From an optimization exercise on the open Yosys and OpenROAD flow, aimed at small area, a short achievable clock period and few clock cycles; shortcuts taken in it are not production practice.
The RTL was checked by simulation tests, not by an equivalence proof against the original design.
Power is estimated from default activity; no workload was simulated.

$ cat config.mk
export PLATFORM = sky130hd
export DESIGN_NAME = pipe_engine
export DESIGN_NICKNAME = pipe_engine
export VERILOG_FILES = /design/flow/design.v
export SDC_FILE = /design/flow/constraint.sdc
export NUM_CORES = 4
export LEC_CHECK = 0
export CAP_MARGIN = 20
export CORE_MARGIN = 2
export CORE_UTILIZATION = 40
export CTS_BUF_LIST = sky130_fd_sc_hd__clkbuf_16
export CTS_CLUSTER_DIAMETER = 100
export CTS_CLUSTER_SIZE = 32
export PLACE_DENSITY = 0.6
export SETUP_SLACK_MARGIN = 5
export SLEW_MARGIN = 20
$ cat run.sh
#!/bin/bash
# synth_recipe.tcl (not shown) runs the flow's synth.tcl, then flattens the netlist and writes it again
# the make line also repeats each setting of config.mk as NAME=value (left out here)
make -C /OpenROAD-flow-scripts/flow DESIGN_CONFIG=/design/flow/config.mk WORK_HOME=/design/flow/orfs CLKGATE_MAP_FILE= SYNTH_SCRIPT=/design/flow/synth_recipe.tcl finish
$ cat design.v
module pipe_engine (
    input  wire         clk,
    input  wire         rst,           
    input  wire [1:0]   cfg_policy,    
    input  wire         cfg_exe_fwd,   
    input  wire         cfg_mem_fwd,   
    input  wire         cmd_valid,
    output wire         cmd_ready,
    input  wire [69:0]  cmd,
    input  wire [3:0]   tr_status,     
    input  wire [195:0] tr_rec,        
    output wire         rsp_valid,
    output reg          rsp_ok,
    output reg  [63:0]  rsp_val,
    output reg  [1:0]   rsp_pulls      
);
    localparam R_OP    = 64;    
    localparam R_S1    = 67;    
    localparam R_S1N   = 75;
    localparam R_S2    = 76;    
    localparam R_S2N   = 84;
    localparam R_D     = 85;    
    localparam R_DN    = 93;
    localparam R_CCR   = 94;
    localparam R_CCW   = 95;
    localparam R_MEM   = 96;
    localparam R_BR    = 97;
    reg [1:0]  policy;
    reg        exe_fwd, mem_fwd;
    reg        fe_v   [0:1];
    reg        fe_m   [0:1];
    reg [2:0]  fe_op  [0:1];
    reg [7:0]  fe_d   [0:1];
    reg        fe_q   [0:1];
    reg        fe_ccw [0:1];
    reg        fe_dO  [0:1];
    reg [1:0]  fe_dI  [0:1];
    reg [1:0]  fe_dE  [0:1];
    reg        fe_o1;               
    reg        id_v   [0:1];
    reg        id_st  [0:1];
    reg        id_m   [0:1];
    reg [2:0]  id_op  [0:1];
    reg [7:0]  id_d   [0:1];
    reg        id_q   [0:1];
    reg        id_ccw [0:1];
    reg        ex_v   [0:1];
    reg        ex_m   [0:1];
    reg [2:0]  ex_op  [0:1];
    reg        ma_v   [0:1];
    reg        ma_m   [0:1];
    reg [2:0]  ma_op  [0:1];
    reg        halt, fetch_stall, trace_error, trace_done;
    localparam NC = 10;
    localparam LB = 11;                  
    reg [LB-1:0]    cnt_lo [0:NC-1];     
    reg [NC-1:0]    pend;                
    reg [63:LB]     r_hi  [0:NC-1];      
    reg [3:0]       r_id  [0:NC-1];      
    reg [NC-1:0]    r_z;                 
    wire            busy = |pend;
    localparam LAST = NC - 1;
    assign cmd_ready = !busy;
    assign rsp_valid = cmd_valid && !busy;
    wire [3:0] opc     = cmd[3:0];
    wire       perfect = (policy == 2'd1);
    wire       at      = !perfect;             
    wire       acc     = cmd_valid && !busy;   
    wire       do_step = acc && opc == 4'h1 && !halt;
    wire       do_upd  = acc && opc == 4'h3;
    integer    i, j, c;
    reg  [1:0] blk_i, blk_e;       
    reg  [1:0] direct;
    reg  [1:0] stall;
    always @* begin
        for (j = 0; j < 2; j = j + 1) begin
            blk_i[j] = id_v[j] && !id_st[j] && !(exe_fwd && id_op[j] != 3'd1);
            blk_e[j] = ex_v[j] && !mem_fwd;
        end
        direct[0] = (fe_dO[0] && fe_v[1] &&  fe_o1) || |(fe_dI[0] & blk_i) || |(fe_dE[0] & blk_e);
        direct[1] = (fe_dO[1] && fe_v[0] && !fe_o1) || |(fe_dI[1] & blk_i) || |(fe_dE[1] & blk_e);
        stall[0]  = fe_v[0] && (direct[0] || (fe_v[1] &&  fe_o1 && direct[1]));
        stall[1]  = fe_v[1] && (direct[1] || (fe_v[0] && !fe_o1 && direct[0]));
    end
    wire rest_empty = !(ex_v[0] | ex_v[1] | id_v[0] | id_v[1] | fe_v[0] | fe_v[1]);
    wire wb_any     = ma_v[0] | ma_v[1];
    wire halt_wb    = trace_done & wb_any & rest_empty;
    wire fs         = fetch_stall & !((ma_v[0] & ma_m[0]) | (ma_v[1] & ma_m[1]));
    wire [1:0]  st0  = tr_status[1:0];
    wire [1:0]  st1  = tr_status[3:2];
    wire [97:0] rec0 = tr_rec[97:0];
    wire [97:0] rec1 = tr_rec[195:98];
    wire hold0  = stall[0];
    wire act0   = !hold0 && !fs;                  
    wire take0  = act0 && !trace_done;            
    wire good0  = take0 && st0 == 2'd0 && rec0[R_OP +: 3] <= 3'd4;
    wire br0    = good0 && at && rec0[R_OP +: 3] == 3'd3;
    wire mis0   = br0 && !rec0[R_BR];
    wire end0   = act0 && !good0;
    wire err0   = take0 && !good0 && st0 != 2'd1;
    wire [1:0]  sts  = take0 ? st1 : st0;
    wire [97:0] recs = take0 ? rec1 : rec0;
    wire hold1  = stall[1];
    wire act1   = !hold1 && !fs && !mis0;
    wire take1  = act1 && !trace_done && !end0;
    wire good1  = take1 && sts == 2'd0 && recs[R_OP +: 3] <= 3'd4;
    wire br1    = good1 && at && recs[R_OP +: 3] == 3'd3;
    wire mis1   = br1 && !recs[R_BR];
    wire end1   = act1 && !good1;
    wire err1   = take1 && !good1 && sts != 2'd1;
    wire n_halt = halt_wb | (end0 & rest_empty) | (end1 & rest_empty & !good0);
    function automatic dep(input [97:0] r, input pq, input pccw, input [7:0] pd);
        dep = (r[R_CCR] & pccw) |
              (pq & ((r[R_S1N] & (r[R_S1 +: 8] == pd)) | (r[R_S2N] & (r[R_S2 +: 8] == pd))));
    endfunction
    reg [1:0] nI0, nE0, nI1, nE1;
    reg       nO1;
    always @* begin
        for (j = 0; j < 2; j = j + 1) begin
            nI0[j] = dep(rec0, fe_q[j], fe_ccw[j], fe_d[j]);
            nE0[j] = dep(rec0, id_q[j], id_ccw[j], id_d[j]);
            nI1[j] = dep(recs, fe_q[j], fe_ccw[j], fe_d[j]);
            nE1[j] = dep(recs, id_q[j], id_ccw[j], id_d[j]);
        end
        nO1 = take0 ? dep(rec1, rec0[R_DN] & (rec0[R_MEM] | rec0[R_CCW]), rec0[R_CCW], rec0[R_D +: 8])
                    : nI1[0];
    end
    wire [7:0] csr  = cmd[11:4];
    wire       is_rd = (opc == 4'hC);
    wire       g1   = is_rd && csr[7:4] == 4'h1;
    wire       g2op = is_rd && (csr == 8'h21 || (csr == 8'h22 && trace_done));
    reg [LB-1:0] rd_lo;
    reg [63:LB]  rd_hi;
    always @* begin
        rd_lo = {LB{1'b0}};
        for (c = 0; c < NC - 1; c = c + 1)
            if (g1 && csr[3:0] == c) rd_lo = rd_lo | cnt_lo[c];
        if (g2op) rd_lo = rd_lo | cnt_lo[NC-1];
        rd_hi = {64-LB{1'b0}};
        for (c = 0; c < NC; c = c + 1)
            if (!r_z[c] && (r_id[c] == NC - 1 ? g2op : (g1 && csr[3:0] == r_id[c])))
                rd_hi = rd_hi | r_hi[c];
    end
    always @* begin
        rsp_ok    = 1'b1;
        rsp_val   = {rd_hi, rd_lo};
        rsp_pulls = 2'd0;
        case (opc)
            4'h1: begin
                rsp_val[0] = halt | n_halt;
                if (!halt) rsp_pulls = {1'b0, take0} + {1'b0, take1};
            end
            4'h2: begin
                rsp_ok     = !perfect;
                rsp_val[0] = !perfect;
            end
            4'h3: ;
            4'hC: begin
                case (csr)
                    8'h00: rsp_val[1:0] = 2'd2;
                    8'h01: rsp_val[1:0] = policy;
                    8'h02: rsp_val[0]   = exe_fwd;
                    8'h03: rsp_val[0]   = mem_fwd;
                    8'h10, 8'h11, 8'h12, 8'h13, 8'h14, 8'h15, 8'h16, 8'h17, 8'h18: ;
                    8'h20: rsp_val[4:0] = {trace_done, trace_done, trace_error, fetch_stall, halt};
                    8'h21, 8'h22, 8'h23, 8'h24: ;
                    default: rsp_ok = 1'b0;
                endcase
            end
            default: rsp_ok = 1'b0;
        endcase
    end
    wire [1:0] ret_cat [0:4];
    genvar g;
    generate
        for (g = 0; g < 5; g = g + 1) begin : g_cat
            assign ret_cat[g] = {1'b0, ma_v[0] && ma_op[0] == g} + {1'b0, ma_v[1] && ma_op[1] == g};
        end
    endgenerate
    wire [1:0] n_good = {1'b0, good0} + {1'b0, good1};
    wire [1:0] n_wb   = {1'b0, ma_v[0]} + {1'b0, ma_v[1]};
    wire [1:0] n_br   = do_step ? {1'b0, br0} + {1'b0, br1} : {1'b0, do_upd};
    wire       n_mis  = do_step ? (mis0 | mis1) : (do_upd && cmd[68] != cmd[69]);
    reg  [1:0] cinc [0:NC-1];            
    reg [LB:0] lo_sum [0:NC-1];          
    always @* begin
        cinc[0] = {1'b0, do_step};
        cinc[1] = do_step ? n_wb : 2'd0;
        cinc[2] = n_br;
        cinc[3] = {1'b0, n_mis};
        for (c = 0; c < 5; c = c + 1) cinc[4 + c] = do_step ? ret_cat[c] : 2'd0;
        cinc[9] = do_step ? n_good : 2'd0;
        for (c = 0; c < NC; c = c + 1) lo_sum[c] = {1'b0, cnt_lo[c]} + cinc[c];
    end
    wire         last_p  = pend[r_id[LAST]];
    wire [63:LB] ring_in = (r_z[LAST] ? {64-LB{1'b0}} : r_hi[LAST]) + last_p;
    always @(posedge clk) begin
        r_hi[0] <= ring_in;
        for (c = 1; c < NC; c = c + 1) r_hi[c] <= r_hi[c-1];
    end
    always @(posedge clk) begin
        if (rst) begin
            policy  <= cfg_policy;
            exe_fwd <= cfg_exe_fwd;
            mem_fwd <= cfg_mem_fwd;
            for (i = 0; i < 2; i = i + 1) begin
                fe_v[i]  <= 1'b0;
                id_v[i]  <= 1'b0;
                id_st[i] <= 1'b0;
                ex_v[i]  <= 1'b0;
                ma_v[i]  <= 1'b0;
            end
            fe_o1         <= 1'b0;
            halt          <= 1'b0;
            fetch_stall   <= 1'b0;
            trace_error   <= 1'b0;
            trace_done    <= 1'b0;
            for (c = 0; c < NC; c = c + 1) cnt_lo[c] <= {LB{1'b0}};
            for (c = 0; c < NC; c = c + 1) r_id[c] <= c;
            r_z  <= {NC{1'b1}};
            pend <= {NC{1'b0}};
        end else begin
            r_id[0] <= r_id[LAST];
            for (c = 1; c < NC; c = c + 1) r_id[c] <= r_id[c-1];
            r_z <= {r_z[NC-2:0], r_z[LAST] & !last_p};
            if (busy) begin
                pend[r_id[LAST]] <= 1'b0;
            end else begin
                for (c = 0; c < NC; c = c + 1) begin
                    cnt_lo[c] <= lo_sum[c][LB-1:0];
                    if (lo_sum[c][LB]) pend[c] <= 1'b1;
                end
            end
            if (do_step) begin
                halt        <= n_halt;
                fetch_stall <= fs | mis0 | mis1;
                trace_error <= trace_error | err0 | err1;
                trace_done  <= trace_done | end0 | end1;
                for (i = 0; i < 2; i = i + 1) begin
                    ma_v[i]   <= ex_v[i];
                    ma_m[i]   <= ex_m[i];
                    ma_op[i]  <= ex_op[i];
                    ex_v[i]   <= id_v[i] & !id_st[i];
                    ex_m[i]   <= id_m[i];
                    ex_op[i]  <= id_op[i];
                    id_v[i]   <= fe_v[i];
                    id_st[i]  <= stall[i];
                    id_m[i]   <= fe_m[i];
                    id_op[i]  <= fe_op[i];
                    id_d[i]   <= fe_d[i];
                    id_q[i]   <= fe_q[i];
                    id_ccw[i] <= fe_ccw[i];
                end
                fe_o1 <= hold1 & (!hold0 | fe_o1);
                if (hold0) begin
                    fe_dE[0] <= fe_dI[0];
                    fe_dI[0] <= {fe_dO[0], 1'b0};
                end else begin
                    fe_v[0]   <= good0;
                    fe_m[0]   <= mis0;
                    fe_op[0]  <= rec0[R_OP +: 3];
                    fe_d[0]   <= rec0[R_D +: 8];
                    fe_q[0]   <= rec0[R_DN] & (rec0[R_MEM] | rec0[R_CCW]);
                    fe_ccw[0] <= rec0[R_CCW];
                    fe_dO[0]  <= nI0[1];
                    fe_dI[0]  <= nI0;
                    fe_dE[0]  <= nE0;
                end
                if (hold1) begin
                    fe_dE[1] <= fe_dI[1];
                    fe_dI[1] <= {1'b0, fe_dO[1]};
                end else begin
                    fe_v[1]   <= good1;
                    fe_m[1]   <= mis1;
                    fe_op[1]  <= recs[R_OP +: 3];
                    fe_d[1]   <= recs[R_D +: 8];
                    fe_q[1]   <= recs[R_DN] & (recs[R_MEM] | recs[R_CCW]);
                    fe_ccw[1] <= recs[R_CCW];
                    fe_dO[1]  <= nO1;
                    fe_dI[1]  <= nI1;
                    fe_dE[1]  <= nE1;
                end
            end
        end
    end
endmodule
$ cat constraint.sdc
create_clock -name core_clock -period 12.0 [get_ports {clk}]
set_input_delay 2.4000 -clock core_clock [delete_from_list [all_inputs] [get_ports {clk}]]
set_output_delay 2.4000 -clock core_clock [all_outputs]
set_load 0.01 [all_outputs]
==> results.cfg, run 1 <==
[status]
status = complete, no violations

[clock_network]
clock_sinks = 801
numCtsBuffers = 35
cts_htree_levels = 2
clk_pin_slew_ns = 0.12
clk_latency_ns = 0.62
cts_root_buffer = clkbuf_16
clockBufferDepth = 3
tritoncts = built

[timing]
fmax_mhz = 138.3
worstMarginPinSlew_ns = 0.9581
slew_headroom_pct = 35.26
hold_violations = 0
fin_crit_ns = 7.231
setup_tns_ns = 0
rsz0062_at_grt = yes
fin_crit_sh_pct = 60.26
fin_ws_ns = 4.769
skew_ns = 0.03543
finalSetupViolCount = 0
maxSlewViolCount = 0

[pwr]
p_leak_uw = 0.01370
power_density_nw_per_um2 = 120.2
irDropWorstVdd_mv = 0.1127

[global_routing]
use_met2_pct = 40.24
grt_use_total_pct = 23.02
grt_pass1_vias = 21988
grt_pass1_wl_um = 133200
grt_util_met1_pct = 28.89
grt_max_degree = 91
overflow = 0
use_met3_pct = 3.140
antenna_found_initial = 1
busiest_layer = met2

[synthesis]
syn_inst = 2680
yosysWarnings = 28
async_flop_share_pct = 0
avgSynthCellArea_um2 = 10.83
synth_ff_type = dfxtp_1
synth_edf_count = 86
yosysSeqAreaShare_pct = 58.19
yosysUniqueCellTypes = 70
synth_nets = 3002
ys_ff_latch = 801
netlist_area_um2 = 29030

[worst_hold_path]
hp-class = reg2reg

[critical_path]
slowest_stage = a22o_1
worst-path-buf-inv = 8
crit_fanout = 7
cp_slowest_stage_delay_ns = 0.23
cpMostUsedCell = buf_6
worstPathRequired_ns = 9.60
path_class = in2out
cp_top_family = buffers and inverters
worstSetupEndpointType = primary output
crit_arrival_ns = 4.83
start_kind = input port
crit_chain = buf_6 -> buf_12 -> nor2b_4 -> nand2_2 -> nand2_2 -> and3_4 -> buf_12 -> buf_6 -> a21oi_4 -> nor2_4 -> buf_6 -> buf_12 -> buf_8 -> a22o_1 -> a221oi_2 -> nand4_1 -> buf_6

[detailed_routing]
antenna_left = 0
first_pass_iters = 7
drcViolationCount = 0
num_vias = 22098
drt_wl_total_um = 89990
wl_per_cell_um = 22.64
avgViaCountPerCell = 5.559
drt-initial-drc-count = 1625

[floorplanning]
die_area_um2 = 74760
floorplan.io_pins = 346
die_w_um = 273.4
initial_core_util_pct = 40.48
rows = 98
die_h_um = 273.4
core_um2 = 71730

[place]
hpwlAfterDp_um = 52910
place_congestion = 0.8883
dpl_worst_slack_ns = 1.679
io_buffers = 161

[layout]
areaGrowthSynthToFinish_pct = 26.33
drive_gt1_share_pct = 18.98
nets = 3333
diodes = 0

[run]
cap_violations = 0
[final cells by class]
type	instances	area [um2]
Fill cell	6204	35050
Inverter	32	125.1
Clock buffer	35	875.8
Sequential cell	801	16900
Multi-Input combinational cell	1720	12490
Tap cell	950	1189
Clock inverter	16	224.0
Timing Repair Buffer	421	4880
[worst register-to-register path: stages, from the launching register on]
cell and delay [ns]:
dfxtp_1 0.67, mux4_2 0.32, nand2_1 0.05, o31a_1 0.11, a21oi_1 0.44, ha_1 0.28
ha_1 0.27, and4_1 0.44, nand3_1 0.18, or2_1 0.32, nor2_1 0.49, nand2_1 0.25
nor4_1 0.74, nand3_1 0.21, xor2_1 0.18, nor2_1 0.06
[cells in the mapped netlist, types with 5 or more instances]
cell / n / area, um2
a32oi_1: 8 / 70.07
nand3_1: 65 / 325.3
nor4_1: 15 / 93.84
a221oi_1: 69 / 604.3
o22ai_1: 7 / 43.79
or2_2: 26 / 162.7
and4_1: 5 / 43.79
buf_2: 11 / 55.05
and3_1: 47 / 294.0
nand4_1: 114 / 713.2
a222oi_1: 13 / 130.1
nor3_1: 39 / 195.2
mux2i_2: 5 / 68.82
mux2i_1: 13 / 130.1
nor3b_1: 6 / 45.04
o21ai_0: 26 / 130.1
a22oi_1: 178 / 1336
or3_1: 14 / 87.58
a211oi_1: 9 / 67.56
edfxtp_1: 86 / 2582
xor2_1: 200 / 1752
nand3b_1: 6 / 45.04
nor4bb_1: 9 / 90.09
a21oi_1: 83 / 415.4
xnor2_1: 113 / 989.7
a22o_1: 61 / 534.3
clkbuf_1: 105 / 394.1
dfxtp_1: 715 / 14310
buf_1: 19 / 71.32
ha_1: 37 / 462.9
nor2b_1: 39 / 244.0
inv_1: 30 / 112.6
fa_1: 8 / 160.2
o21ai_1: 5 / 25.02
nand2_1: 205 / 769.5
and2_1: 7 / 43.79
nor2_1: 222 / 833.3
nand2b_1: 7 / 43.79
[what timing repair did]
| item | in CTS | in global routing |
|---|---|---|
| setup buffers | 144 | 54 |
| setup endpoints to repair | 67 | 66 |
| hold buffers | 0 | 0 |
| pin swaps | 125 | 92 |
| gates cloned | 31 | 8 |
| resized for setup | 592 | 78 |
[path summary, 6_finish.rpt]
check | start | to | slack [ns] | depth (start not counted)
setup reg to reg | r_id[9][0] | r_hi[0][63] | 6.85 | 15
setup / recovery | cmd[5] | rsp_val[39] | 4.77 | 17
hold / removal | r_hi[8][34] | r_hi[9][34] | 0.32 | 0
hold reg to reg | r_hi[8][34] | r_hi[9][34] | 0.32 | 0
[sequential cells by signal, summed over array words and instances (netlist names), 4 cells and up]
signal	cells
ma_op	6
fe_dE	4
ex_op	6
pend	10
r_z	10
fe_dI	4
fe_d	16
r_hi	530
cnt_lo	110
r_id	40
fe_op	6
id_d	16
id_op	6
[power by group]
part	internal, uW	switching (uW)	total, uW
registers	2710	14.4	2730
logic	83.4	103	186
clock network	577	917	1490
total	3370	1030	4410
[cell usage in the layout, fill, tap and decap left out, drive strengths merged, types with 7 or more instances in the layout]
cell / count
mux2i: 22
and2: 7
a222oi: 13
clkbuf: 42
edfxtp: 86
nor2: 229
inv: 46
nand3: 65
a22oi: 178
buf: 328
nor4bb: 9
nor4: 16
a32oi: 8
a21oi: 84
o22ai: 7
o21ai: 31
nor3: 40
a22o: 61
nand2: 205
a211oi: 11
fa: 8
xor2: 200
ha: 37
xnor2: 113
a221oi: 69
and3: 48
or2: 27
nand4: 114
or3: 14
nand2b: 7
nor2b: 39
dfxtp: 715
clkdlybuf4s50: 77
[metrics by stage]
stage               hold slack [ns]  cell area [um2]  utilization [%]  total power (uW)  std cells
global placement             0.3322            31660            44.14              2955       3686
detailed placement           0.3356            31690            44.17              2957       3687
CTS                          0.3376            35760            49.86              4425       3913
floorplan                    0.3308            29080                -              2881       2680
finish                       0.3226            36680            51.14              4408       3975
global route                 0.3463            36680            51.14              4535       3975
[routing by layer]
metal  share of wire, %  wire length (um)
met1                 42             37430
met2                 49             43970
met3                5.4              4875
met4                4.1              3701
met5              0.011                10
[cells by family after synthesis]
| kind of cell | synth area share (%) |
|---|---|
| buffers and inverters | 2.254 |
| AND/OR/NAND/NOR | 14.27 |
| flip-flops | 58.19 |
| adder cells (fa/ha/maj) | 2.146 |
| XOR/XNOR | 9.442 |
| AO/OA/AOI/OAI | 12.51 |
| multiplexers | 1.189 |
Testbench counts, summed over its fixed seeds: cycles 12,016.
==> run 2, diff against run 1 <==
--- a/config.mk
+++ b/config.mk
@@ -9,8 +9,8 @@
 export CORE_MARGIN = 2
 export CORE_UTILIZATION = 40
 export CTS_BUF_LIST = sky130_fd_sc_hd__clkbuf_16
-export CTS_CLUSTER_DIAMETER = 100
-export CTS_CLUSTER_SIZE = 32
+export CTS_CLUSTER_DIAMETER = 80
+export CTS_CLUSTER_SIZE = 24
 export PLACE_DENSITY = 0.6
 export SETUP_SLACK_MARGIN = 5
 export SLEW_MARGIN = 20
==> results.cfg, run 2 <==
[status]
status = complete, no violations

[critical_path]
crit_chain = buf_6 -> buf_12 -> nor2b_2 -> nand2_1 -> nand2_2 -> and3_4 -> a21oi_4 -> nor2_4 -> buf_6 -> buf_6 -> buf_12 -> buf_16 -> a22o_1 -> a221oi_2 -> nand4_1 -> buf_4
crit_fanout = 6
reg2regPathDepth = 15
slowest_stage = and3_4
path_class = in2out
start_kind = input port
worstSetupEndpointType = primary output
cpMostUsedCell = buf_6
worstPathRequired_ns = 9.60
cp_top_family = buffers and inverters
cp_slowest_stage_delay_ns = 0.27
crit_arrival_ns = 4.76
worst-path-buf-inv = 7
cp.depth = 16

[detailed_routing]
drt_wl_total_um = 89730
avgViaCountPerCell = 5.575
drt-initial-drc-count = 1674
antenna_left = 0
first_pass_iters = 7
wl_per_cell_um = 22.57
drcViolationCount = 0
num_vias = 22159

[timing]
fin_crit_ns = 7.161
rsz0062_at_grt = yes
setup_tns_ns = 0
hold_violations = 0
holdWs_ns = 0.3009
skew_ns = 0.05605
worstMarginPinSlew_ns = 0.9502
fin_crit_sh_pct = 59.68
maxSlewViolCount = 0
slew_headroom_pct = 35.79
finalSetupViolCount = 0
fmax_mhz = 139.6

[place]
place_congestion = 0.8883
io_buffers = 161
hpwlAfterDp_um = 52910
placed_cells_incl_taps = 3687

[global_routing]
grt_util_met1_pct = 29.27
grt_pass1_wl_um = 134700
busiest_layer = met2
grt_pass1_vias = 22259
use_met3_pct = 3.123
overflow = 0
grt_use_total_pct = 23.28
use_met2_pct = 40.30
antenna_found_initial = 0
grt_max_degree = 91

[floorplanning]
initial_core_util_pct = 40.48
die_w_um = 273.4
floorplan.io_pins = 346
die_area_um2 = 74760
rows = 98
core_um2 = 71730
die_h_um = 273.4

[synthesis]
yosysMostFrequentCell = dfxtp_1
yosysSeqAreaShare_pct = 58.19
yosysTopAreaCellShare_pct = 49.30
avgSynthCellArea_um2 = 10.83
syn_inst = 2680
synth_edf_count = 86
synth_nets = 3002
synthTopCellsByArea = dfxtp_1, edfxtp_1, xor2_1, a22oi_1, xnor2_1
yosysUniqueCellTypes = 70
async_flop_share_pct = 0
synthTopCellsByCount = dfxtp_1, nor2_1, nand2_1, xor2_1, a22oi_1
synth_ff_type = dfxtp_1
yosysWarnings = 28
yosys.area.top_type = dfxtp_1
ys_ff_latch = 801
netlist_area_um2 = 29030

[layout]
final_common_cell = dfxtp_1
diodes = 0
drive_gt1_share_pct = 19.60
final_cell_mix = dfxtp_1, nor2_1, xor2_1
top_register = r_hi
stdcell_count = 3975
largest_reg_flops = 530
nets = 3330
top_regs = r_hi (530), cnt_lo (110), r_id (40)
areaGrowthSynthToFinish_pct = 27.58

[clock_network]
cts_htree_levels = 2
clockBufferDepth = 3
clock_sinks = 801
hold_buffers = 0
clk_latency_ns = 0.64
clk_pin_slew_ns = 0.09
numCtsBuffers = 44
cts_root_buffer = clkbuf_16
tritoncts = built

[pwr]
irDropWorstVdd_mv = 0.1343
p_leak_uw = 0.01378
p_total_uw = 4567
power_density_nw_per_um2 = 123.3

[worst_hold_path]
hold_depth = 0
hp-class = reg2reg

[run]
cap_violations = 0
==> run 2: timing repair <==
item | CTS | global route
setup buffers | 154 | 32
pin swaps | 114 | 101
gates cloned | 34 | 5
resized for setup | 589 | 115
setup endpoints to repair | 67 | 66
==> run 2: layout make-up <==
type                    count  area [um2]
clock inverters            18       245.2
well taps                 950        1189
fillers                  6150       34690
flip-flops and latches    801       16900
inverters                  32       125.1
clock buffers              45        1126
multi-input cells        1721       12570
repair buffers            408        4886
==> run 2: power by group <==
part,internal (uW),total [uW],switching (uW)
registers,2710,2730,14.4
clock network,713,1650,942
logic,83.5,186,103
==> run 2: logic make-up (layout without fill, tap and decap cells) <==
family | count (synthesis) | in the layout | share of synthesized area (%)
DFF | 801 | 801 | 58.19
buffers and inverters | 168 | 503 | 2.254
muxes | 25 | 25 | 1.189
and+or+nand+nor | 838 | 848 | 14.27
adders and majority gates | 45 | 45 | 2.146
AOI/OAI and AO/OA | 490 | 490 | 12.51
xor gates and xnor gates | 313 | 313 | 9.442
==> run 2: worst paths after layout <==
check | start | end | slack, ns
worst max register to register | r_id[9][0] | r_hi[0][63] | 6.91
worst max-delay path | cmd[5] | rsp_val[12] | 4.84
worst min register to register | r_hi[5][22] | r_hi[6][22] | 0.30
worst min-delay path | r_hi[5][22] | r_hi[6][22] | 0.30
==> run 2: per-stage QoR <==
stage | util (%) | setup WS (ns) | area (um2)
3_5_place_dp | 44.17 | 1.679 | 31690
6_report | 51.64 | 4.839 | 37040
5_1_grt | 51.64 | 4.776 | 37040
4_1_cts | 50.32 | 4.779 | 36100
2_1_floorplan | - | 5.008 | 29080
3_3_place_gp | 44.14 | 1.678 | 31660
==> run 2: layer usage <==
layer	wire, um	vias up
li1	-	10306
met1	37500	11000
met2	43900	658
met3	4381	195
met4	3936	0
met5	0	-
==> run 3, diff against run 2 <==
--- a/config.mk
+++ b/config.mk
@@ -12,5 +12,5 @@
 export CTS_CLUSTER_DIAMETER = 80
 export CTS_CLUSTER_SIZE = 24
 export PLACE_DENSITY = 0.6
-export SETUP_SLACK_MARGIN = 5
+export SETUP_SLACK_MARGIN = 4.75
 export SLEW_MARGIN = 20
==> results.cfg, run 3 <==
[status]
status = complete, no violations

[global_routing]
grt_use_total_pct = 22.15
grt_max_degree = 77
overflow = 0
grt_pass1_vias = 21619
grt_pass1_wl_um = 128500
antenna_found_initial = 2

[pwr]
internal-power_uw = 3514
combinationalPowerShare_pct = 3.9
p_leak_uw = 0.01297
power_density_nw_per_um2 = 130.1
clkPwrFrac_pct = 36.4
p_sw_uw = 1054
p_sw_share_pct = 23.07
seqPwrFrac_pct = 59.7
irDropWorstVdd_mv = 0.1563

[layout]
diodes = 0
final_core_util_pct = 48.94
nFillCells = 6448
final-seq-area_um2 = 16900
top_register = r_hi
nets = 3248
top_regs = r_hi (530), cnt_lo (110), r_id (40)
final_common_cell = dfxtp_1
final_cell_mix = dfxtp_1, nand2_1, nor2_1
largest_reg_flops = 530
drive_gt1_share_pct = 14.20
areaGrowthSynthToFinish_pct = 20.92
multiInputGateArea_um2 = 12030
stdcell_count = 3893

[synthesis]
synth_nets = 3002
avgSynthCellArea_um2 = 10.83
syn_inst = 2680
netlist_area_um2 = 29030
synth_ff_type = dfxtp_1
ys_ff_latch = 801
async_flop_share_pct = 0
yosysSeqAreaShare_pct = 58.19
yosysWarnings = 28
synthTopCellsByArea = dfxtp_1, edfxtp_1, xor2_1, a22oi_1, xnor2_1
synthTopCellsByCount = dfxtp_1, nor2_1, nand2_1, xor2_1, a22oi_1
yosysTopAreaCellShare_pct = 49.30
yosysUniqueCellTypes = 70
yosysMostFrequentCell = dfxtp_1
yosys.area.top_type = dfxtp_1
synth_edf_count = 86

[floorplanning]
initial_core_util_pct = 40.48
rows = 98
core_um2 = 71730
die_w_um = 273.4
die_h_um = 273.4
floorplan.io_pins = 346
die_area_um2 = 74760

[detailed_routing]
top_layer_used = met5
drt_wl_total_um = 85780
dr_wl_met3_um = 5353
wl_met1_um = 36720
avgViaCountPerCell = 5.551
num_vias = 21611
drt-initial-drc-count = 1562
antenna_left = 0
drcViolationCount = 0
wl_per_cell_um = 22.03
wl_met2_um = 40630
first_pass_iters = 5

[place]
placed_cells_incl_taps = 3686
hpwlAfterDp_um = 51440
io_buffers = 161
place_congestion = 0.8861

[run]
cap_violations = 0

[clock_network]
clockBufferDepth = 3
hold_buffers = 0
tritoncts = built
numCtsBuffers = 44
cts_htree_levels = 2
clk_latency_ns = 0.64
clk_pin_slew_ns = 0.09
clock_sinks = 801
cts_root_buffer = clkbuf_16

[worst_hold_path]
hp-class = reg2reg
hold_depth = 0

[critical_path]
reg2reg_slack_ns = 6.98
worstSetupEndpointType = primary output
crit_chain = buf_6 -> nor2_4 -> nand4_1 -> or3b_4 -> or3_4 -> nor3_4 -> buf_4 -> a22o_1 -> a221oi_2 -> and3_1 -> a21oi_2 -> buf_2
crit_arrival_ns = 4.87
worstPathRequired_ns = 9.60
r2r-start = id_op[0][0]
cp_slowest_stage_delay_ns = 0.45
path_class = in2out
reg2regPathDepth = 18
slowest_stage = or3b_4
crit_path_end = rsp_val[2]
reg2reg_to = cnt_lo[2][9]
startpoint = cmd[11]
crit_fanout = 6
start_kind = input port

[timing]
skew_ns = 0.04957
fmax_mhz = 137.5
fin_crit_sh_pct = 60.61
finalSetupViolCount = 0
worstMarginPinSlew_ns = 0.9200
slew_headroom_pct = 37.83
setup_tns_ns = 0
maxSlewViolCount = 0
fin_crit_ns = 7.273
rsz0062_at_grt = yes
hold_violations = 0
-- run 3: cell types whose count changed in the layout (fill, tap and decap cells not counted), moves of 13 or more --
cell      change
a221oi_1     +47
a221oi_2     -47
a22oi_1      +30
a22oi_2      -30
buf_12       -28
buf_2        -14
buf_6        -44
clkbuf_2     +13
-- run 3: cell type report --
class	instances	share of cell area [%]
sequential	801	48.13
inverter	32	0.3493
tap	950	3.386
clock inverter	18	0.7021
timing repair buffer	329	9.965
clock buffer	45	3.208
multi-input combinational	1718	34.26
-- run 3: power groups by stage --
stage / combinational [uW] / clock (uW) / sequential [uW]
detailed placement: 168 / 0 / 2790
floorplan: 99.0 / 0 / 2780
global route: 192 / 1780 / 2730
finish: 179 / 1660 / 2730
CTS: 176 / 1700 / 2730
global placement: 168 / 0 / 2790
-- run 3: critical path: cells and delay by family --
kind | cells | cell delay (ns)
AOI/OAI and AO/OA | 3 | 0.42
buffers and inverters | 3 | 0.43
and+or+nand+nor | 6 | 1.61
-- run 3: worst min-delay path by stage --
stage / endpoint / startpoint
2_1_floorplan: r_hi[1][12] / r_hi[0][12]
3_3_place_gp: r_hi[7][33] / r_hi[6][33]
3_5_place_dp: r_hi[7][31] / r_hi[6][31]
4_1_cts: r_hi[9][54] / r_hi[8][54]
5_1_grt: r_hi[5][58] / r_hi[4][58]
6_report: r_hi[9][54] / r_hi[8][54]
-- run 3: cells by family (layout without fill, tap and decap cells) --
group,count (synthesis),in the layout,share of synthesized area [%]
muxes,25,25,1.189
adders and majority gates,45,45,2.146
AOI/OAI and AO/OA,490,490,12.51
xor gates and xnor gates,313,313,9.442
and+or+nand+nor,838,845,14.27
DFF,801,801,58.19
buffers and inverters,168,424,2.254
-- run 3: repair_timing --
action | CTS | global route
pin swaps | 62 | 45
buffers inserted | 102 | 17
gates resized for setup | 383 | 61
endpoints found under the setup margin | 67 | 64
cloned | 23 | 2
hold endpoints to repair | 0 | 0
-- run 3: stage by stage --
step | hold WS, ns | instance area (um2) | setup WS [ns] | total power (uW)
global route | 0.3237 | 35110 | 4.657 | 4703
finish | 0.3185 | 35110 | 4.727 | 4567
floorplan | 0.3308 | 29030 | 4.833 | 2880
detailed placement | 0.3355 | 31690 | 2.519 | 2955
CTS | 0.3170 | 34960 | 4.675 | 4601
global placement | 0.3321 | 31690 | 2.550 | 2955
-- run 3: routing by layer --
layer | up-vias | global-route usage, %
li1 | 10110 | -
met1 | 10647 | 28.88
met2 | 699 | 37.12
met3 | 153 | 3.509
met4 | 2 | 7.981
met5 | - | 0
==> run 4, diff against run 3 <==
--- a/config.mk
+++ b/config.mk
@@ -12,5 +12,5 @@
 export CTS_CLUSTER_DIAMETER = 80
 export CTS_CLUSTER_SIZE = 24
 export PLACE_DENSITY = 0.6
-export SETUP_SLACK_MARGIN = 4.75
+export SETUP_SLACK_MARGIN = 4.5
 export SLEW_MARGIN = 20
==> results.cfg, run 4 <==
[detailed_routing]
antenna_left = 0
first_pass_iters = 8
wl_met2_um = 39550
wl_per_cell_um = 21.78
drcViolationCount = 0
top_layer_used = met5
avgViaCountPerCell = 5.557
drt_wl_total_um = 84140
wl_met1_um = 36740
num_vias = 21465
dr_wl_met3_um = 4732
drt-initial-drc-count = 1600

[critical_path]
worstPathRequired_ns = 9.60
reg2regPathDepth = 15
worst-path-buf-inv = 4
cp_slowest_stage_delay_ns = 0.47
r2r-start = r_id[9][0]
crit_chain = buf_2 -> nor2_2 -> nand4_1 -> or3b_4 -> or3_4 -> buf_4 -> nor2_4 -> buf_4 -> a22o_1 -> a221oi_1 -> and3_1 -> a21oi_2 -> buf_2
reg2reg_to = r_hi[0][63]
path_class = in2out
cp_top_family = simple AND/OR/NAND/NOR gates
start_kind = input port
reg2reg_slack_ns = 6.97
crit_arrival_ns = 5.02
worstSetupEndpointType = primary output
slowest_stage = or3b_4
crit_fanout = 7

[synthesis]
netlist_area_um2 = 29030
syn_inst = 2680
yosysWarnings = 28
synthTopCellsByArea = dfxtp_1, edfxtp_1, xor2_1, a22oi_1, xnor2_1
yosysTopAreaCellShare_pct = 49.30
synth_ff_type = dfxtp_1
synth_edf_count = 86
ys_ff_latch = 801
synth_nets = 3002
yosys.area.top_type = dfxtp_1
async_flop_share_pct = 0
yosysSeqAreaShare_pct = 58.19
avgSynthCellArea_um2 = 10.83
synthTopCellsByCount = dfxtp_1, nor2_1, nand2_1, xor2_1, a22oi_1
yosysUniqueCellTypes = 70
yosysMostFrequentCell = dfxtp_1

[clock_network]
clock_sinks = 801
cts_htree_levels = 2
numCtsBuffers = 44
cts_root_buffer = clkbuf_16
tritoncts = built
clk_pin_slew_ns = 0.09
clk_latency_ns = 0.64
clockBufferDepth = 3

[floorplanning]
core_um2 = 71730
initial_core_util_pct = 40.48
die_h_um = 273.4
die_w_um = 273.4
floorplan.io_pins = 346
rows = 98
die_area_um2 = 74760

[pwr]
p_leak_uw = 0.01275
power_density_nw_per_um2 = 131.4
irDropWorstVdd_mv = 0.1562

[place]
hpwlAfterDp_um = 51440
io_buffers = 161
place_congestion = 0.8861

[layout]
nFillCells = 6504
largest_reg_flops = 530
areaGrowthSynthToFinish_pct = 19.53
drive_gt1_share_pct = 12.02
top_regs = r_hi (530), cnt_lo (110), r_id (40)
top_register = r_hi
final_cell_mix = dfxtp_1, nand2_1, nor2_1
final_common_cell = dfxtp_1
diodes = 0
nets = 3218

[timing]
fin_crit_ns = 7.417
maxSlewViolCount = 0
skew_ns = 0.04846
setup_tns_ns = 0
hold_violations = 0
holdWs_ns = 0.3229
slew_headroom_pct = 39.40
fmax_mhz = 134.8
worstMarginPinSlew_ns = 0.8967
fin_crit_sh_pct = 61.81
finalSetupViolCount = 0
rsz0062_at_grt = no

[global_routing]
grt_pass1_vias = 21488
overflow = 0
antenna_found_initial = 2
grt_use_total_pct = 21.86
grt_pass1_wl_um = 127000
grt_max_degree = 77

[worst_hold_path]
whs_endpoint = r_hi[9][54]
hp-class = reg2reg
hold_depth = 0
min_from = r_hi[8][54]

[run]
cap_violations = 0

[status]
status = complete, no violations
-- run 4: cell counts after synthesis --
No cell type changed its count.
-- run 4: cell families (layout without fill, tap and decap cells) --
family | count (synthesis) | count (layout) | share of synthesized area, %
XOR/XNOR | 313 | 313 | 9.442
AO/OA/AOI/OAI | 490 | 490 | 12.51
multiplexers | 25 | 25 | 1.189
flip-flops | 801 | 801 | 58.19
buffers and inverters | 168 | 394 | 2.254
adder cells (fa/ha/maj) | 45 | 45 | 2.146
AND/OR/NAND/NOR | 838 | 845 | 14.27
-- run 4: timing repair --
| action | 4_1_cts | 5_1_grt |
|---|---|---|
| pin swaps | 46 | 22 |
| gates cloned | 18 | 1 |
| gates resized for setup | 281 | 38 |
| hold buffers | 0 | 0 |
| setup buffers | 90 | 5 |
| endpoints found under the setup margin | 65 | 57 |
-- run 4: per-layer routing --
| metal | vias to the layer above | track usage (%) |
|---|---|---|
| li1 | 10038 | - |
| met1 | 10608 | 28.54 |
| met2 | 669 | 36.50 |
| met3 | 148 | 3.421 |
| met4 | 2 | 8.139 |
| met5 | - | 0 |
-- run 4: area by class of cell --
type                    count  area, um2  share of cell area, %
clock buffers              45       1126                  3.245
flip-flops and latches    801      16900                  48.69
well taps                 950       1189                  3.425
clock inverters            18      246.5                 0.7102
multi-input cells        1718      11940                  34.41
repair buffers            299       3181                  9.165
inverters                  32      122.6                 0.3533
-- run 4: how the worst max path moves through the flow --
stage,from,endpoint,depth (start not counted)
global route,cmd[0],rsp_val[3],13
CTS,cmd[7],rsp_val[40],13
detailed placement,cmd[11],rsp_val[40],12
finish,cmd[0],rsp_val[3],13
global placement,cmd[11],rsp_val[40],12
floorplan,cmd[1],rsp_val[34],12
-- run 4: metrics by stage --
stage                     power (uW)  area [um2]  instances  worst slack, ns  util [%]
final                           4560       34700       3863            4.583     48.38
after global routing            4700       34700       3863            4.504     48.38
after CTS                       4599       34650       3857            4.479     48.30
after detailed placement        2955       31690       3686            2.519     44.18
after global placement          2955       31690       3686            2.550     44.18
after floorplan                 2880       29030       2680            4.833         -
-- run 4: power breakdown --
group	switching [uW]	internal (uW)
Clock	935	724
Combinational	99.3	76.6
Sequential	14.0	2710
==> run 5, diff against run 4 <==
--- a/config.mk
+++ b/config.mk
@@ -7,10 +7,10 @@
 export LEC_CHECK = 0
 export CAP_MARGIN = 20
 export CORE_MARGIN = 2
-export CORE_UTILIZATION = 40
+export CORE_UTILIZATION = 50
 export CTS_BUF_LIST = sky130_fd_sc_hd__clkbuf_16
 export CTS_CLUSTER_DIAMETER = 80
 export CTS_CLUSTER_SIZE = 24
-export PLACE_DENSITY = 0.6
-export SETUP_SLACK_MARGIN = 4.5
+export PLACE_DENSITY = 0.7
+export SETUP_SLACK_MARGIN = 4.75
 export SLEW_MARGIN = 20
==> results.cfg, run 5 <==
[timing]
worstMarginPinSlew_ns = 0.9436
slew_headroom_pct = 36.61
maxSlewViolCount = 0
setup_tns_ns = 0
fmax_mhz = 137.7
fin_crit_sh_pct = 60.52
fin_crit_ns = 7.263
rsz0062_at_grt = yes
skew_ns = 0.02096
finalSetupViolCount = 0
hold_violations = 0

[layout]
stdcell_count = 3690
top_regs = r_hi (530), cnt_lo (110), r_id (40)
nFillCells = 4532
areaGrowthSynthToFinish_pct = 19.70
nets = 3229
final_common_cell = dfxtp_1
final_core_util_pct = 60.35
fin_area_um2 = 34750
final-seq-area_um2 = 16900
multiInputGateArea_um2 = 12060
top_register = r_hi
drive_gt1_share_pct = 13.88
largest_reg_flops = 530
final_cell_mix = dfxtp_1, nand2_1, nor2_1
diodes = 0

[global_routing]
grt_max_degree = 72
grt_pass1_vias = 21651
antenna_found_initial = 0
grt_use_total_pct = 26.45
overflow = 0
grt_pass1_wl_um = 124600

[clock_network]
numCtsBuffers = 43
clock_sinks = 801
clk_latency_ns = 0.62
cts_root_buffer = clkbuf_16
cts_htree_levels = 2
tritoncts = built
hold_buffers = 0
clockBufferDepth = 3
clk_pin_slew_ns = 0.09

[pwr]
p_total_uw = 4508
p_leak_uw = 0.01291
power_density_nw_per_um2 = 129.7
irDropWorstVdd_mv = 0.1102

[floorplanning]
core_um2 = 57590
floorplan.io_pins = 346
die_area_um2 = 60010
initial_core_util_pct = 50.42
die_h_um = 245.0
rows = 88
die_w_um = 245.0

[detailed_routing]
avgViaCountPerCell = 5.859
wl_per_cell_um = 22.29
num_vias = 21619
drt-initial-drc-count = 1583
antenna_left = 0
drcViolationCount = 0
first_pass_iters = 7
drt_wl_total_um = 82260

[critical_path]
reg2reg_slack_ns = 7.01
crit_fanout = 10
crit_arrival_ns = 4.86
path_class = in2out
worstSetupEndpointType = primary output
worstPathRequired_ns = 9.60
start_kind = input port

[synthesis]
netlist_area_um2 = 29030
synthTopCellsByArea = dfxtp_1, edfxtp_1, xor2_1, a22oi_1, xnor2_1
syn_inst = 2680
yosysWarnings = 28
yosysMostFrequentCell = dfxtp_1
yosys.area.top_type = dfxtp_1
avgSynthCellArea_um2 = 10.83
yosysUniqueCellTypes = 70
yosysTopAreaCellShare_pct = 49.30
synth_edf_count = 86
synthTopCellsByCount = dfxtp_1, nor2_1, nand2_1, xor2_1, a22oi_1
synth_ff_type = dfxtp_1
yosysSeqAreaShare_pct = 58.19
ys_ff_latch = 801
async_flop_share_pct = 0
synth_nets = 3002

[run]
cap_violations = 0

[status]
status = complete, no violations

[place]
placed_cell_area_um2 = 31470
hpwlAfterDp_um = 50050
place_congestion = 0.9436
io_buffers = 161
placed_cells_incl_taps = 3504

[worst_hold_path]
hp-class = reg2reg
[run 5: changes by cell type in the layout (fill, tap and decap cells not counted), sizes merged]
cell           delta
clkdlybuf4s15     -4
bufbuf            +2
inv               +5
nor2              -2
bufinv            -1
dlygate4sd2      -18
buf              +24
clkinv            -1
clkinvlp          -1
clkbuf           +10
clkdlybuf4s50     -2
[run 5: final timing paths]
check / start / to / depth (start not counted)
hold / removal: r_hi[8][54] / r_hi[9][54] / 0
setup / recovery: cmd[4] / rsp_val[63] / 15
hold reg to reg: r_hi[8][54] / r_hi[9][54] / 0
setup reg to reg: r_id[9][0] / r_hi[0][63] / 15
[run 5: cell families (layout without fill, tap and decap cells)]
| family | count (synthesis) | in the layout | synth area share (%) |
|---|---|---|---|
| xor gates and xnor gates | 313 | 313 | 9.442 |
| AOI/OAI and AO/OA | 490 | 490 | 12.51 |
| DFF | 801 | 801 | 58.19 |
| buffers and inverters | 168 | 408 | 2.254 |
| muxes | 25 | 25 | 1.189 |
| and+or+nand+nor | 838 | 843 | 14.27 |
| adders and majority gates | 45 | 45 | 2.146 |
[run 5: routing by layer]
layer / routed length, um / global-route usage (%)
met5: 0 / 0
met2: 40030 / 45.22
met1: 34590 / 34.45
met4: 2580 / 8.967
met3: 5057 / 3.652
[run 5: what timing repair did]
action,CTS,global route
setup buffers,82,19
gates resized for setup,348,90
pin swaps,51,43
gates cloned,18,4
setup endpoints to repair,66,62
[run 5: metrics by stage]
stage          worst slack, ns  hold slack (ns)
6_report                 4.737           0.3496
2_1_floorplan            4.833           0.3308
5_1_grt                  4.653           0.3409
3_3_place_gp             2.230           0.3325
3_5_place_dp             2.228           0.3355
4_1_cts                  4.727           0.3441
[run 5: layout make-up]
type                    count  share of cell area [%]
multi-input cells        1716                   34.70
clock inverters            20                  0.6516
flip-flops and latches    801                   48.62
clock buffers              43                   3.096
repair buffers            313                   9.825
well taps                 765                   2.754
inverters                  32                  0.3528
[run 5: power breakdown]
group          internal (uW)  switching [uW]  leakage [uW]
Sequential              2710            14.0       0.00656
Clock                    684             912      0.000651
Combinational           84.3             102       0.00570
Total                   3480            1030        0.0129
[run 5: critical path: stages]
cell and delay [ns]:
clkdlybuf4s15_2 0.24, buf_12 0.16, buf_4 0.20, xnor2_1 0.14
nand4_1 0.11, nor3_2 0.06, a21oi_4 0.17, nor2_4 0.05
buf_12 0.14, buf_12 0.13, buf_16 0.14, a22o_1 0.25
a221oi_2 0.27, nand4_1 0.19, buf_4 0.20
==> run 6, diff against run 5 <==
--- a/design.v
+++ b/design.v
@@ -56,7 +56,12 @@
     reg [LB-1:0]    cnt_lo [0:NC-1];     
     reg [NC-1:0]    pend;                
     reg [63:LB]     r_hi  [0:NC-1];      
+    reg [3:0]       rot;                 
     reg [3:0]       r_id  [0:NC-1];      
+    always @* begin
+        for (c = 0; c < NC; c = c + 1)
+            r_id[c] = (c >= rot) ? c - rot : c + NC - rot;
+    end
     reg [NC-1:0]    r_z;                 
     wire            busy = |pend;
     localparam LAST = NC - 1;
@@ -216,12 +221,11 @@
             trace_error   <= 1'b0;
             trace_done    <= 1'b0;
             for (c = 0; c < NC; c = c + 1) cnt_lo[c] <= {LB{1'b0}};
-            for (c = 0; c < NC; c = c + 1) r_id[c] <= c;
+            rot  <= 4'd0;
             r_z  <= {NC{1'b1}};
             pend <= {NC{1'b0}};
         end else begin
-            r_id[0] <= r_id[LAST];
-            for (c = 1; c < NC; c = c + 1) r_id[c] <= r_id[c-1];
+            rot <= (rot == NC - 1) ? 4'd0 : rot + 4'd1;
             r_z <= {r_z[NC-2:0], r_z[LAST] & !last_p};
             if (busy) begin
                 pend[r_id[LAST]] <= 1'b0;
==> results.cfg, run 6 <==
[status]
status = complete, no violations

[clock_network]
clk_pin_slew_ns = 0.09
cts_root_buffer = clkbuf_16
numCtsBuffers = 41
clk_latency_ns = 0.62
tritoncts = built
clockBufferDepth = 3
cts_htree_levels = 2
clock_sinks = 765

[synthesis]
ys_ff_latch = 765
yosysMostFrequentCell = dfxtp_1
async_flop_share_pct = 0
yosysSeqAreaShare_pct = 53.33
synth_nets = 3343
synth_ff_type = dfxtp_1
synthTopCellsByCount = dfxtp_1, nand2_1, nor2_1, inv_1, xor2_1
avgSynthCellArea_um2 = 10.08
yosysTopAreaCellShare_pct = 44.82
synth_edf_count = 86
yosysWarnings = 28
netlist_area_um2 = 30330
synthTopCellsByArea = dfxtp_1, edfxtp_1, xor2_1, nand2_1, xnor2_1
syn_inst = 3010
yosysUniqueCellTypes = 89
yosys.area.top_type = dfxtp_1

[place]
dpl_worst_slack_ns = 2.600
io_buffers = 161
hpwlAfterDp_um = 53060
placed_cells_incl_taps = 3824
place_congestion = 0.9103

[layout]
largest_reg_flops = 530
stdcell_count = 3970
nets = 3504
areaGrowthSynthToFinish_pct = 18.80
top_register = r_hi
final_core_util_pct = 59.92
final_common_cell = dfxtp_1
diodes = 0
top_regs = r_hi (530), cnt_lo (110)
final_cell_mix = dfxtp_1, nand2_1, nor2_1
drive_gt1_share_pct = 14.62
nFillCells = 4855

[pwr]
p_leak_uw = 0.01305
power_density_nw_per_um2 = 121.5
irDropWorstVdd_mv = 0.1003

[critical_path]
path_class = in2out
crit_arrival_ns = 4.94
worstSetupEndpointType = primary output
crit_fanout = 11
worstPathRequired_ns = 9.60
start_kind = input port

[floorplanning]
die_w_um = 250.3
core_um2 = 60130
die_h_um = 250.3
rows = 90
die_area_um2 = 62650
floorplan.io_pins = 346
initial_core_util_pct = 50.44

[global_routing]
antenna_found_initial = 2
grt_pass1_wl_um = 134700
overflow = 0
grt_use_total_pct = 27.27
grt_max_degree = 84
grt_pass1_vias = 23634

[detailed_routing]
num_vias = 23531
wl_per_cell_um = 22.40
antenna_left = 0
first_pass_iters = 6
drt_wl_total_um = 88940
avgViaCountPerCell = 5.927
drcViolationCount = 0
drt-initial-drc-count = 1802

[run]
cap_violations = 0

[timing]
setup_tns_ns = 0
skew_ns = 0.03454
rsz0062_at_grt = yes
fin_ws_ns = 4.665
fmax_mhz = 136.3
maxSlewViolCount = 0
worstMarginPinSlew_ns = 0.8772
slew_headroom_pct = 41.52
hold_violations = 0
finalSetupViolCount = 0
fin_crit_ns = 7.335
fin_crit_sh_pct = 61.13

[worst_hold_path]
hp-class = reg2reg
## run 6: cell types whose count changed in the layout (fill, tap and decap cells not counted), sizes merged, moves of 54 or more
cell	previous run	this run
o2111ai	0	55
nand4	114	60
inv	46	211
nand2	205	339
nor3b	6	69
a22oi	178	16
a22o	61	3
## run 6: final cells by class
class / count / area, um2 / share of cell area, %
sequential: 765 / 16180 / 44.91
multi-input combinational: 1893 / 13920 / 38.63
timing repair buffer: 268 / 2962 / 8.219
clock buffer: 41 / 1026 / 2.847
tap: 782 / 978.4 / 2.715
inverter: 202 / 763.2 / 2.118
clock inverter: 19 / 200.2 / 0.5556
## run 6: cells by family after synthesis
kind of cell | Yosys count | share of synthesized area (%)
DFF | 765 | 53.33
xor gates and xnor gates | 294 | 8.490
adders and majority gates | 56 | 2.508
muxes | 47 | 1.993
buffers and inverters | 360 | 4.559
and+or+nand+nor | 991 | 15.99
AOI/OAI and AO/OA | 497 | 13.13
## run 6: routing by layer
metal	wire, um	track usage, %	vias up	share of wire, %
met5	10	0	-	0.011
met4	2960	8.931	2	3.3
met3	5855	3.648	165	6.6
met2	43170	47.05	852	49
met1	36940	35.35	11614	42
li1	-	-	10898	-
## run 6: worst paths after layout
path                from     endpoint  slack (ns)  cells past startpoint
max reg2reg       rot[1]  r_hi[0][61]        5.42                     18
min          r_hi[4][28]  r_hi[5][28]        0.34                      0
max               cmd[0]   rsp_val[0]        4.66                     14
min reg2reg  r_hi[4][28]  r_hi[5][28]        0.34                      0
## run 6: critical path, stage by stage
cell,delay (ns)
buf_8,0.09
and4bb_4,0.26
and3_4,0.21
and3_4,0.22
buf_4,0.15
buf_4,0.12
buf_4,0.17
a222oi_1,0.51
nand2_1,0.12
nor2_1,0.12
a21o_1,0.14
a21o_1,0.15
o31ai_4,0.10
clkbuf_2,0.15
## run 6: report_power, final
part	leakage [uW]	switching, uW	total, uW	internal [uW]
sequential	0.00626	9.59	2590	2580
combinational	0.00617	149	262	113
clock	0.000621	866	1520	657
## run 6: timing repair
action / in CTS / in global routing
endpoints found under the setup margin: 64 / 61
cloned: 21 / 9
gates resized for setup: 394 / 118
buffers inserted: 44 / 12
pin swaps: 60 / 67
hold buffers: 0 / 0
## run 6: through the flow
step                area (um2)  hold WS (ns)  power, uW
finish                   36030        0.3358       4379
detailed placement       32640        0.3295       2879
floorplan                30330        0.3232       2798
global placement         32640        0.3268       2875
CTS                      35360        0.3378       4390
global route             36030        0.3424       4508
Testbench counts of run 6, summed over its fixed seeds: cycles 12,016.
==> run 7, diff against run 6 <==
--- a/config.mk
+++ b/config.mk
@@ -7,10 +7,10 @@
 export LEC_CHECK = 0
 export CAP_MARGIN = 20
 export CORE_MARGIN = 2
-export CORE_UTILIZATION = 50
+export CORE_UTILIZATION = 40
 export CTS_BUF_LIST = sky130_fd_sc_hd__clkbuf_16
 export CTS_CLUSTER_DIAMETER = 80
 export CTS_CLUSTER_SIZE = 24
-export PLACE_DENSITY = 0.7
+export PLACE_DENSITY = 0.6
 export SETUP_SLACK_MARGIN = 4.75
 export SLEW_MARGIN = 20
==> results.cfg, run 7 <==
[timing]
holdWs_ns = 0.3279
hold_violations = 0
rsz0062_at_grt = yes
finalSetupViolCount = 0
fin_crit_sh_pct = 60.23
maxSlewViolCount = 0
setup_tns_ns = 0
fin_crit_ns = 7.228
fmax_mhz = 138.4
worstMarginPinSlew_ns = 1.047
slew_headroom_pct = 29.56
skew_ns = 0.04091

[detailed_routing]
drt-initial-drc-count = 1668
avgViaCountPerCell = 5.586
drcViolationCount = 0
drt_wl_total_um = 91110
num_vias = 23231
antenna_left = 0
first_pass_iters = 7
wl_per_cell_um = 21.91

[run]
cap_violations = 0

[layout]
fin_area_um2 = 36530
final_core_util_pct = 48.91
nFillCells = 6697
nets = 3504
multiInputGateArea_um2 = 14020
top_regs = r_hi (530), cnt_lo (110)
diodes = 0
final_cell_mix = dfxtp_1, nand2_1, nor2_1
largest_reg_flops = 530
areaGrowthSynthToFinish_pct = 20.46
drive_gt1_share_pct = 15.27
final-seq-area_um2 = 16180
top_register = r_hi
final_common_cell = dfxtp_1

[clock_network]
tritoncts = built
cts_root_buffer = clkbuf_16
cts_htree_levels = 2
clockBufferDepth = 3
clk_latency_ns = 0.62
clk_pin_slew_ns = 0.09
numCtsBuffers = 43
hold_buffers = 0
clock_sinks = 765

[global_routing]
grt_max_degree = 108
grt_pass1_wl_um = 138000
antenna_found_initial = 1
grt_pass1_vias = 23562
grt_use_total_pct = 22.59
overflow = 0

[critical_path]
crit_fanout = 7
worstPathRequired_ns = 9.60
path_class = in2out
crit_arrival_ns = 4.83
start_kind = input port
worstSetupEndpointType = primary output

[synthesis]
yosys.area.top_type = dfxtp_1
avgSynthCellArea_um2 = 10.08
synthTopCellsByCount = dfxtp_1, nand2_1, nor2_1, inv_1, xor2_1
yosysTopAreaCellShare_pct = 44.82
ys_ff_latch = 765
yosysWarnings = 28
synth_nets = 3343
yosysMostFrequentCell = dfxtp_1
netlist_area_um2 = 30330
async_flop_share_pct = 0
synth_ff_type = dfxtp_1
syn_inst = 3010
synthTopCellsByArea = dfxtp_1, edfxtp_1, xor2_1, nand2_1, xnor2_1
synth_edf_count = 86
yosysUniqueCellTypes = 89
yosysSeqAreaShare_pct = 53.33

[floorplanning]
core_um2 = 74700
initial_core_util_pct = 40.60
floorplan.io_pins = 346
rows = 100
die_w_um = 279.4
die_h_um = 279.4
die_area_um2 = 78040

[place]
io_buffers = 161
placed_cell_area_um2 = 32920
hpwlAfterDp_um = 55500
place_congestion = 0.9067

[pwr]
irDropWorstVdd_mv = 0.1197
power_density_nw_per_um2 = 122.0
p_leak_uw = 0.01313

[worst_hold_path]
hp-class = reg2reg

[status]
status = complete, no violations
[run 7: power breakdown]
group / internal (uW) / switching (uW)
sequential: 2580 / 8.49
combinational: 116 / 156
clock: 690 / 904
[run 7: worst max-delay path, cell delays in order]
cell and delay [ns]:
buf_8 0.12, buf_12 0.13, nor2b_4 0.12, a21o_1 0.17, and3_4 0.23, nand3_2 0.08, o31a_4 0.23, buf_4 0.15
buf_12 0.13, nor3b_2 0.05, a221o_1 0.31, a221oi_2 0.29, o2111ai_4 0.20, buf_2 0.18
[run 7: path summary, 6_finish.rpt]
kind	startpoint	end	slack [ns]	cells after the start
setup / recovery	cmd[4]	rsp_val[41]	4.77	14
hold reg to reg	r_hi[5][58]	r_hi[6][58]	0.33	0
setup reg to reg	rot[2]	r_hi[0][60]	5.52	18
hold / removal	r_hi[5][58]	r_hi[6][58]	0.33	0
[run 7: what timing repair did]
action / CTS / global route
setup buffers: 41 / 14
pin swaps: 64 / 26
cloned: 19 / 5
resized for setup: 460 / 81
setup endpoints to repair: 65 / 55
[run 7: cells by family (layout without fill, tap and decap cells)]
family                   after synthesis  count (layout)  synth area share, %
AND/OR/NAND/NOR                      991             991                15.99
flip-flops                           765             765                53.33
AO/OA/AOI/OAI                        497             499                13.13
buffers and inverters                360             538                4.559
XOR/XNOR                             294             294                8.490
adder cells (fa/ha/maj)               56              56                2.508
multiplexers                          47              47                1.993
[run 7: metrics by stage]
step	instances	setup slack (ns)	power (uW)
floorplan	3010	5.001	2798
global placement	4016	2.588	2883
detailed placement	4016	2.561	2885
CTS	4140	4.747	4489
global route	4159	4.679	4604
finish	4159	4.772	4457
[run 7: area by class of cell]
cell class,instances,share of cell area (%)
sequential,765,44.30
multi-input combinational,1887,38.37
timing repair buffer,272,8.285
tap,969,3.319
clock buffer,43,2.945
inverter,202,2.110
clock inverter,21,0.6747
[run 7: per-layer routing]
metal | vias to the layer above | part of all wire, % | global-route usage, % | wire, um
met5 | - | 0.014 | 0 | 13
met4 | 2 | 2.8 | 6.438 | 2512
met3 | 158 | 5.7 | 3.219 | 5189
met2 | 678 | 47 | 38.27 | 43220
met1 | 11508 | 44 | 30.00 | 40180
li1 | 10885 | - | - | -

==> static timing again, ports no longer ideal <==
The results above use ideal ports. As a check the final layouts listed here were re-extracted and re-timed, cells and wires unchanged.
Step 1 sets driving cells, clkbuf_16 on the clock port and buf_2 on the other inputs (assumed; they add their load-dependent delay and slew).
Step 2 adds t to the input delays and takes it off the output delays; t is the mean of the earliest and latest rising clock arrival at the registers after step 1. Input paths then give back, and output paths get back, about the clock's delay inside the block.
Three values: no drivers, after step 1, after step 2; two values: the first two.
run	t, ns	setup slack, ns	clock arrival spread, ns	slew at the worst register clock pin (ns)	pins driven straight from the clock port
run 1	0.663	4.769 / 4.717 / 4.717	0.047 / 0.046	0.12 / 0.12	1
run 2	0.679	4.839 / 4.794 / 4.794	0.059 / 0.059	0.10 / 0.10	1
run 3	0.676	4.727 / 4.696 / 4.696	0.050 / 0.051	0.10 / 0.10	1
run 4	0.676	4.583 / 4.562 / 4.562	0.049 / 0.049	0.10 / 0.10	1
run 5	0.671	4.737 / 4.695 / 4.695	0.024 / 0.023	0.10 / 0.10	1
run 6	0.666	4.665 / 4.613 / 4.613	0.038 / 0.038	0.10 / 0.10	1
run 7	0.668	4.772 / 4.732 / 4.732	0.042 / 0.041	0.10 / 0.10	1
After both steps every run listed still meets setup and hold.
